Context: an optimization exercise on an open-source flow, tuned for small area and few clock cycles. The choices shown serve that exercise and are no tape-out recipe.
At most, simulation tests tie the RTL to the original design; equivalence was not proved.
Power is estimated from default activity; no workload was simulated.

Design spi_flash_seq, start of the top module:
module spi_flash_seq (
    input  wire        clk,
    input  wire        rst,
    input  wire        req_valid,
    output wire        req_ready,
    input  wire [2:0]  req_op,
    input  wire [23:0] req_addr,
    input  wire [15:0] req_len,
    input  wire [15:0] req_rd_len,
    input  wire [7:0]  req_dummy,
    input  wire [15:0] req_page_size,
    output wire [15:0] pl_addr,
    input  wire [7:0]  pl_data,
    output wire        out_valid,
    output wire [7:0]  out_data,
    output wire        resp_valid,
    output wire [3:0]  resp_code,
    output wire        tx_valid,
    output wire [7:0]  tx_data,
    output wire        tx_last,
    input  wire        tx_ready,
    input  wire        wr_done,
    input  wire        wr_err,
    input  wire [31:0] wr_count,
    output wire        rx_req,
    output wire [15:0] rx_max,
    input  wire        rx_valid,
    input  wire [7:0]  rx_data,
    input  wire        rx_last,
    input  wire        rx_err
);
For scale: ~1,400 cells after synthesis, ~200 I/O pins, roughly 9900 um^2 of cells after synthesis.
export LEC_CHECK = 0
export CAP_MARGIN = 20
export CORE_MARGIN = 2
export CORE_UTILIZATION = 40
export SLEW_MARGIN = 20
create_clock -name core_clock -period 10.0 [get_ports {clk}]
standard.sh (not shown) runs the stock make flow with config.mk's settings and CLKGATE_MAP_FILE= SYNTH_SCRIPT=/design/flow/synth_recipe.tcl, a recipe that flattens the netlist after the stock synthesis.
==> flow/flow/run.sh <==
#!/bin/bash
# Layout flow: the standard flow (standard.sh) with three changes.
#  1. Between synthesis and floorplan, the combinational gates of the
#     standard synthesis netlist are re-mapped by ABC with area-oriented
#     scripts (each flip-flop instance, its name and cell type are kept;
#     the smallest correct result is used).
#  2. Ports are buffered with sky130_fd_sc_hd__buf_1 instead of the default.
#  3. Clock tree synthesis without dummy loads, with clkbuf_8 buffers.
set -euo pipefail
R=orfs/results/sky130hd/spi_flash_seq/base
LOGS=orfs/logs/sky130hd/spi_flash_seq/base

export BUFFER_PORTS_ARGS="-buffer_cell sky130_fd_sc_hd__buf_1"
export CTS_ARGS="-sink_clustering_enable -repair_clock_nets -dont_use_dummy_load -buf_list sky130_fd_sc_hd__clkbuf_8 -sink_clustering_size 30 -sink_clustering_max_diameter 100"

# 1. standard synthesis
bash standard.sh synth > log_1_standard_synth.txt 2>&1

# 2. area re-mapping of the combinational logic
cp $R/1_2_yosys.v $R/1_2_yosys_standard.v
export REMAP_LIB=$FLOW_HOME/platforms/sky130hd/lib/sky130_fd_sc_hd__tt_025C_1v80.lib
export REMAP_IN=$R/1_2_yosys_standard.v
export REMAP_DONT_USE="$(grep -o -- '-dont_use [A-Za-z0-9_]*' $LOGS/1_2_yosys.log | awk '{print $2}' | sort -u | tr '\n' ' ')"
YOSYS=$(command -v yosys || echo $FLOW_HOME/../tools/install/yosys/bin/yosys)
best=""; best_area=""
for s in flow/abc_*.abc; do
  n=$(basename $s .abc)
  REMAP_SCRIPT=$PWD/$s REMAP_OUT=$PWD/remap_$n.v REMAP_STAT_IN=$PWD/remap_${n}_stat_in.txt \
    REMAP_STAT_OUT=$PWD/remap_${n}_stat_out.txt $YOSYS -c flow/remap.tcl > log_2_remap_$n.txt 2>&1 &
done
wait
for s in flow/abc_*.abc; do
  n=$(basename $s .abc)
  a=$(grep -m1 "Chip area for module '.spi_flash_seq'" remap_${n}_stat_out.txt 2>/dev/null | awk '{print $NF}') || true
  [[ -n "$a" && -s remap_$n.v ]] || continue
  if [[ -z "$best" ]] || awk -v a=$a -v b=$best_area 'BEGIN{exit !(a<b)}'; then best=$n; best_area=$a; fi
done
echo "remap: using $best ($best_area um2)" > log_2_remap_choice.txt
if [[ -n "$best" ]]; then cp remap_$best.v $R/1_2_yosys.v; fi
rm -f $R/1_synth.odb $R/1_synth.sdc

# 3. the rest of the standard flow on the re-mapped netlist
bash standard.sh finish > log_3_standard_finish.txt 2>&1
Other scripts of this flow, unchanged in this note and not shown: flow/flow/abc_amap.abc, flow/flow/abc_deep.abc, flow/flow/abc_deep2.abc, flow/flow/abc_nf.abc, flow/flow/remap.tcl
Change:
--- a/flow/design.v
+++ b/flow/design.v
@@ -42,13 +42,13 @@
     reg [15:0] L;       
     reg [15:0] PS;      
     reg [15:0] S;       
     reg [15:0] P;       
     reg [5:0]  C;       
     reg [3:0]  code;
-    reg        eq, sbad;
+    reg        ovf, eq, sbad, wip;
     wire main    = (tk == T_MAIN);
     wire scope   = op[2] & ~(op[1] & op[0]);           
     wire is_rst  = main & (op == 3'd0);
     wire is_id   = main & (op == 3'd1);
     wire is_uid  = main & (op == 3'd2);
     wire is_rdc  = main & (op == 3'd3);
@@ -86,13 +86,13 @@
                      is_body ? ((op == 3'd4) ? 8'hD8 : 8'h02) :
                      (tk == T_WREN) ? 8'h06 : is_poll ? 8'h05 : 8'h04;
     wire setreg = (pk == K_SETREG);
     reg [7:0] hdr;
     always @(*) begin
         case (C)
-            6'd0:  hdr = {6'd0, ~pk[1] & pk[0], pk[1]};
+            6'd0:  hdr = {6'd0, pk[0], pk[1]};
             6'd2:  hdr = 8'h02;
             6'd4:  hdr = setreg ? N[7:0] : 8'h00;
             6'd5:  hdr = setreg ? N[15:8] : 8'h00;
             6'd6:  hdr = {7'd0, setreg & N[16]};
             6'd8:  hdr = {5'd0, is_rst, is_rst, is_rst};
             6'd12: hdr = 8'h80;
@@ -131,28 +131,27 @@
                       ((st == S_PL) & c3 & pl_end) | ((st == S_PAD) & c3);
     wire        cin   = (st == S_ADV);
     wire [15:0] Ssum  = S + P + {15'd0, cin};
     assign pl_addr = Ssum;
     wire [24:0] asum  = {1'b0, A} + {9'd0, (st == S_DISP) ? L : PS};
     wire        range_bad = asum[24] & (asum[23:0] != 24'd0);
-    wire        rdreg  = pk[1];
     wire [9:0]  expct  = (pk == K_RDDATA) ? n : 10'd40;
     wire        wr_ok  = setreg ? (wr_count == {15'd0, N} + 32'd8) : (wr_count == 32'd8);
     wire        pay    = C[3];
     wire [3:0]  lencode = (pk == K_RDDATA) ? 4'd5 : 4'd6;
     reg  [3:0]  rxcode;
     always @(*) begin
         if (!C[3] && C[2:0] != 3'd7)
             rxcode = 4'd1;
         else if (!C[3])
-            rxcode = ((rx_data != 8'd0) | (P != 16'hFFFF)) ? 4'd2 : lencode;
-        else if (P != 16'hFFFE)
+            rxcode = (ovf | (rx_data != 8'd0) | (P != 16'hFFFF)) ? 4'd2 : lencode;
+        else if (ovf | (P != 16'hFFFE))
             rxcode = 4'd2;
         else if (!eq)
             rxcode = lencode;
-        else if (rdreg & sbad)
+        else if ((pk == K_RDREG) & sbad)
             rxcode = 4'd4;
         else
             rxcode = 4'd0;
     end
     wire [7:0] sent = P[1] ? 8'h00 : 8'h40;
     wire       spos = (P[15:4] == 12'hFFE & P[3:0] == 4'hF) | (P[15:2] == 14'h3FFC & P[1:0] != 2'd3);
@@ -314,26 +313,28 @@
                             case (C[2:0])
                                 3'd4: if (!pay) P[7:0] <= ~rx_data;
                                 3'd5: if (!pay) begin
                                     P[15:8] <= ~rx_data;
                                     eq <= ({rx_data, ~P[7:0]} == {6'd0, expct});
                                 end
-                                3'd6, 3'd7: if (!pay && rx_data != 8'd0) P <= 16'd0;
+                                3'd6: if (!pay) ovf <= (rx_data != 8'd0);
+                                3'd7: if (!pay) ovf <= ovf | (rx_data != 8'd0);
                                 default: ;
                             endcase
                             if (pay) begin
                                 P <= Pinc;
+                                if (pk == K_RDDATA) wip <= rx_data[0];
                                 if (spos && rx_data != sent)
                                     sbad <= 1'b1;
                             end
                             if (rx_last) begin
-                                if (rxcode != 4'd0 || rdreg) begin
+                                if (rxcode != 4'd0 || pk == K_RDREG) begin
                                     tend  = 1'b1;
                                     tcode = rxcode;
                                 end else begin
-                                    pk <= {1'b1, rx_data[0]};
+                                    pk <= K_RDREG;
                                     C  <= 6'd0;
                                     st <= S_HDR;
                                 end
                             end
                         end
                     end
@@ -351,13 +352,13 @@
                         if (tcode != 4'd0) st <= S_RESP;
                         else tk <= T_MAIN;
                     end
                     T_POLL: begin
                         if (tcode != 4'd0)
                             st <= (code_n != 4'd0 || op != 3'd6) ? S_RESP : S_ADV;
-                        else if (!pk[0])
+                        else if (!wip)
                             tk <= T_WRDI;
                     end
                     T_WRDI: begin
                         st <= (code_n != 4'd0 || op != 3'd6) ? S_RESP : S_ADV;
                     end
                     default: begin
Result: Die area climbs by about 0.37%. Routed wire length climbs by about 2%. Cell count hardly moves. Core utilization drops by 0.19 points. Cell area drops by about 0.4%. Count of clock-buffer cells in the layout climbs by 8. Worst setup slack degrades by 14 ps. Register-to-register slack improves by 260 ps. Via count climbs by about 0.37%. Clock power climbs by about 40%. Non-clock buffer count drops by 14.
Testbench counts after the change, summed over its fixed seeds: cycles 1,076,992.
For the first run of this note, only the layout was checked, not whether the RTL still works.

## re-timing with driven ports
No port has a modelled driver above. Below, the same layouts with a new extraction and two added sets of constraints.
Step 1 assumes that a clkbuf_16 drives the clock port and a buf_2 every other input.
Step 2 adds t to the input delays and takes it off the output delays; t is the mean of the earliest and latest rising clock arrival at the registers after step 1. Input paths then give back, and output paths get back, about the clock's delay inside the block.
a / b / c = ideal / step 1 / step 2; a / b = the first two.
run	t, ns	setup WS [ns]	worst setup path at the end
the first run	0.433	0.537 / 0.489 / 0.767	register to register
the second run	0.497	0.523 / 0.477 / 0.975	register to output
After both steps setup and hold are still met in every run listed.
